Background: an optimization exercise with open tools, aiming at small area. Do not read the settings as production practice.
At most, simulation tests tie the RTL to the original design; equivalence was not proved.
No driver is modelled on the clock port, so clock power and skew are understated where the tree is cut down; a real chip needs a root buffer or a tree.
No activity file was given, so power comes from the tool's default toggle rates.

wip/ember:
==> module sphc, before the edit <==
module sphc (
    input  wire        clk,
    input  wire        rst,
    input  wire        tick,
    input  wire [1:0]  mode,
    input  wire [19:0] speed,
    input  wire        dir,
    input  wire        stop,
    output wire [7:0]  out,
    output wire [2:0]  pos,
    output wire [19:0] now,
    output wire        halted,
    output wire [1:0]  cause
);
    reg [19:0] tick_cnt;
    reg [19:0] rem;
    reg [3:0]  seq;
    reg [2:0]  pos_r;
    reg        run;        
    reg [1:0]  st;         
    reg [3:0]  prv;        
    wire halt = ~run & |st;
    wire init = ~run & ~|st;
    localparam [3:0] FETCH = 4'd2, ADV = 4'd15, WENT = 4'd0, SPIN = 4'd1;
    wire spin = (seq == SPIN);
    wire went = (seq == WENT);
    wire adv  = (seq == ADV);
    wire half = st[1];
    wire [19:0] m = spin ? rem : speed;
    wire        z = ~|m;
    wire [20:0] ct, cz;
    assign ct[0] = tick;
    assign cz[0] = tick;
    genvar i;
    generate
        for (i = 0; i < 20; i = i + 1) begin : g_cnt
            assign ct[i+1] = ct[i] & tick_cnt[i];
            assign cz[i+1] = cz[i] & ~m[i];
            always @(posedge clk) begin
                tick_cnt[i] <= ~rst & (tick_cnt[i] ^ ct[i]);
                rem[i]      <= m[i] ^ cz[i];
            end
        end
    endgenerate
    wire h2 = half ? pos_r[2] : pos_r[1];
    wire h1 = half ? pos_r[1] : pos_r[0];
    wire h0 = half & pos_r[0];
    wire ap = (h2 & h1) | (~h2 & ~h1 & ~h0);      
    wire an = (~h2 & h1) | (h2 & ~h1 & ~h0);      
    wire bp = (~h2 & ~h1) | (~h2 & h1 & ~h0);     
    wire bn = (h2 & ~h1) | (h2 & h1 & ~h0);       
    wire [3:0] cur  = {bn, bp, an, ap};
    wire [7:0] row  = {bn, bp, bp, bn, an, ap, ap, an};
    wire [7:0] prow = {prv[3], prv[2], prv[2], prv[3], prv[1], prv[0], prv[0], prv[1]};
    genvar k;
    generate
        for (k = 0; k < 4; k = k + 1) begin : g_out
            wire cur_k = (seq >= 3 * k + 6);
            wire prv_k = (seq <= 3 * k + 3);
            assign out[2*k +: 2] = ({2{cur_k}} & row[2*k +: 2]) | ({2{prv_k}} & prow[2*k +: 2]);
        end
    endgenerate
    wire [2:0] pos_step = dir ? pos_r - 3'd1 : pos_r + 3'd1;
    wire       mode_ok  = mode[1] ^ mode[0];
    always @(posedge clk) begin
        if (rst) begin
            seq     <= FETCH;
            pos_r   <= 3'd0;
            run     <= 1'b0;
            st      <= 2'b00;
            prv     <= 4'd0;
        end else begin
            if (init) begin
                if (!mode_ok)
                    st <= 2'b01;
                else if (z)
                    st <= 2'b10;
                else begin
                    run <= 1'b1;
                    st  <= {mode[1], 1'b0};
                end
            end
            if (run && (!spin || z))
                seq <= seq + 4'd1;
            if (adv) begin
                pos_r <= {half & pos_step[2], pos_step[1:0]};
                prv   <= cur;
            end
            if (run && went && z) begin
                run <= 1'b0;
                st  <= 2'b10;
            end
            if (run && spin && stop) begin
                run <= 1'b0;
                st  <= 2'b11;
            end
            if ((went && z) || (spin && stop))
                prv <= 4'd0;
        end
    end
    assign pos    = pos_r;
    assign now    = tick_cnt;
    assign halted = halt;
    assign cause  = run ? 2'b00 : st;
endmodule
clock: 10.0 ns
lec_check: 0
cap_margin: 20
core_margin: 2
core_utilization: 40
slew_margin: 20
standard.sh (not shown) runs the stock make flow with config.mk's settings and CLKGATE_MAP_FILE= SYNTH_SCRIPT=/design/flow/synth_recipe.tcl, a recipe that flattens the netlist after the stock synthesis.
==> flow/flow/run.sh <==
#!/bin/bash
# Own layout flow: the standard flow (standard.sh) with three changes:
#  - synthesis maps the logic with an area-oriented ABC script (flow/area.abc,
#    via flow/my_synth.tcl) and without the half/full adder cells;
#  - the port buffers are the smallest buffer, sky130_fd_sc_hd__buf_1;
#  - the clock tree is one level of clock buffers driven by the clock port
#    (flow/kbuf.tcl replaces clock_tree_synthesis).
# Each tool's output is in orfs/logs/; this script's in flow_run.log.
set -euo pipefail
here=$(pwd)
exec > >(tee -a "$here/flow_run.log") 2>&1
export AREA_ABC_SCRIPT="$here/flow/area.abc"
export BUFFER_PORTS_ARGS="-buffer_cell sky130_fd_sc_hd__buf_1"
export PRE_CTS_TCL="$here/flow/kbuf.tcl"
export KBUF_COUNT=4 KBUF_CELL=sky130_fd_sc_hd__clkbuf_8 KBUF_CLOCK_PORT=clk
sed -e "s#SYNTH_SCRIPT=[^ ]*#SYNTH_SCRIPT=$here/flow/my_synth.tcl ADDER_MAP_FILE=#" standard.sh > own.sh
grep -q "my_synth.tcl ADDER_MAP_FILE=" own.sh
bash own.sh > standard.log 2>&1
test -f out/final.def
Other scripts of this flow, unchanged in this note and not shown: flow/flow/area.abc, flow/flow/kbuf.tcl, flow/flow/my_synth.tcl
For wip/cedar, these inputs were changed with respect to wip/ember:
--- a/flow/design.v
+++ b/flow/design.v
@@ -17,14 +17,13 @@
     reg [3:0]  seq;
     reg [2:0]  pos_r;
-    reg        run;        
-    reg [1:0]  st;         
+    reg        half;       
+    reg [1:0]  cause_r;
     reg [3:0]  prv;        
-    wire halt = ~run & |st;
-    wire init = ~run & ~|st;
+    wire halt = |cause_r;
+    wire init = pos_r[2] & ~half & ~halt;
     localparam [3:0] FETCH = 4'd2, ADV = 4'd15, WENT = 4'd0, SPIN = 4'd1;
     wire spin = (seq == SPIN);
     wire went = (seq == WENT);
     wire adv  = (seq == ADV);
-    wire half = st[1];
     wire [19:0] m = spin ? rem : speed;
     wire        z = ~|m;
@@ -66,20 +65,20 @@
         if (rst) begin
             seq     <= FETCH;
-            pos_r   <= 3'd0;
-            run     <= 1'b0;
-            st      <= 2'b00;
+            pos_r   <= 3'b100;
+            half    <= 1'b0;
+            cause_r <= 2'b00;
             prv     <= 4'd0;
         end else begin
             if (init) begin
                 if (!mode_ok)
-                    st <= 2'b01;
+                    cause_r <= 2'b01;
                 else if (z)
-                    st <= 2'b10;
+                    cause_r <= 2'b10;
                 else begin
-                    run <= 1'b1;
-                    st  <= {mode[1], 1'b0};
+                    half     <= mode[1];
+                    pos_r[2] <= 1'b0;
                 end
             end
-            if (run && (!spin || z))
+            if (!halt && !init && (!spin || z))
                 seq <= seq + 4'd1;
             if (adv) begin
@@ -87,19 +86,18 @@
                 prv   <= cur;
             end
-            if (run && went && z) begin
-                run <= 1'b0;
-                st  <= 2'b10;
+            if (went && z) begin
+                cause_r <= 2'b10;
+                prv     <= 4'd0;
             end
-            if (run && spin && stop) begin
-                run <= 1'b0;
-                st  <= 2'b11;
+            if (spin && stop) begin
+                if (!halt)
+                    cause_r <= 2'b11;
+                prv <= 4'd0;
             end
-            if ((went && z) || (spin && stop))
-                prv <= 4'd0;
         end
     end
-    assign pos    = pos_r;
+    assign pos    = {pos_r[2] & half, pos_r[1:0]};
     assign now    = tick_cnt;
     assign halted = halt;
-    assign cause  = run ? 2'b00 : st;
+    assign cause  = cause_r;
 endmodule
--- outcome ---
- Diff wip/ember..wip/cedar | met3 capacity usage during global routing | negligible
- wip/cedar ends up with higher worst hold slack than wip/ember does.
- The higher relative contribution of sequential cells to total power came out of wip/ember.
- In the reports for wip/ember and wip/cedar, the smaller combinational fraction of design power belongs to wip/ember.
- In the flow results for wip/ember and wip/cedar, the cell count after placement is larger on wip/ember.
- On wip/cedar: clock skew is 0.013 ns higher than what wip/ember gave.
- Going from wip/ember to wip/cedar, wire length increased about 3%; total power increased 2.3%; die footprint decreased 0.51%; portion of the clock cycle consumed by the worst path in the final layout decreased 0.76 points.
- Going from wip/ember to wip/cedar, reported sequential group power about even; multi-input combinational cell area shows a reduction of about 1.8%; share of cell area taken by flip-flops and latches now larger; total number of cells along the worst setup path went up.
No functional check of the RTL was part of wip/ember. No run of this note takes its clock network from TritonCTS; it comes from the design's own scripts or RTL.

[what the ideal ports hide]
How much do the figures lean on ideal ports? The routed layouts below were timed once more, with nothing changed but the port constraints. Step 1 assumes that a clkbuf_16 drives the clock port and a buf_2 every other input. Step 2, shift: input delay + t, output delay - t, t = (earliest + latest rising clock arrival at the registers) / 2. This alone moves slack from input paths to output paths. Slacks: ideal ports / drivers / drivers and shift; pairs: ideal ports / drivers.
run	shift t [ns]	slack for setup (ns)	worst hold slack (ns)	worst data-port slew with drivers (ns)
wip/ember	0.197	5.374 / 5.408 / 5.211	0.466 / 0.466 / 0.466	0.05
wip/cedar	0.204	5.450 / 5.479 / 5.275	0.470 / 0.470 / 0.470	0.04
After both steps setup and hold are still met in every run listed. The setup slack of wip/cedar, which loses most, moves by +0.029 ns with the drivers and by -0.175 ns with both steps.
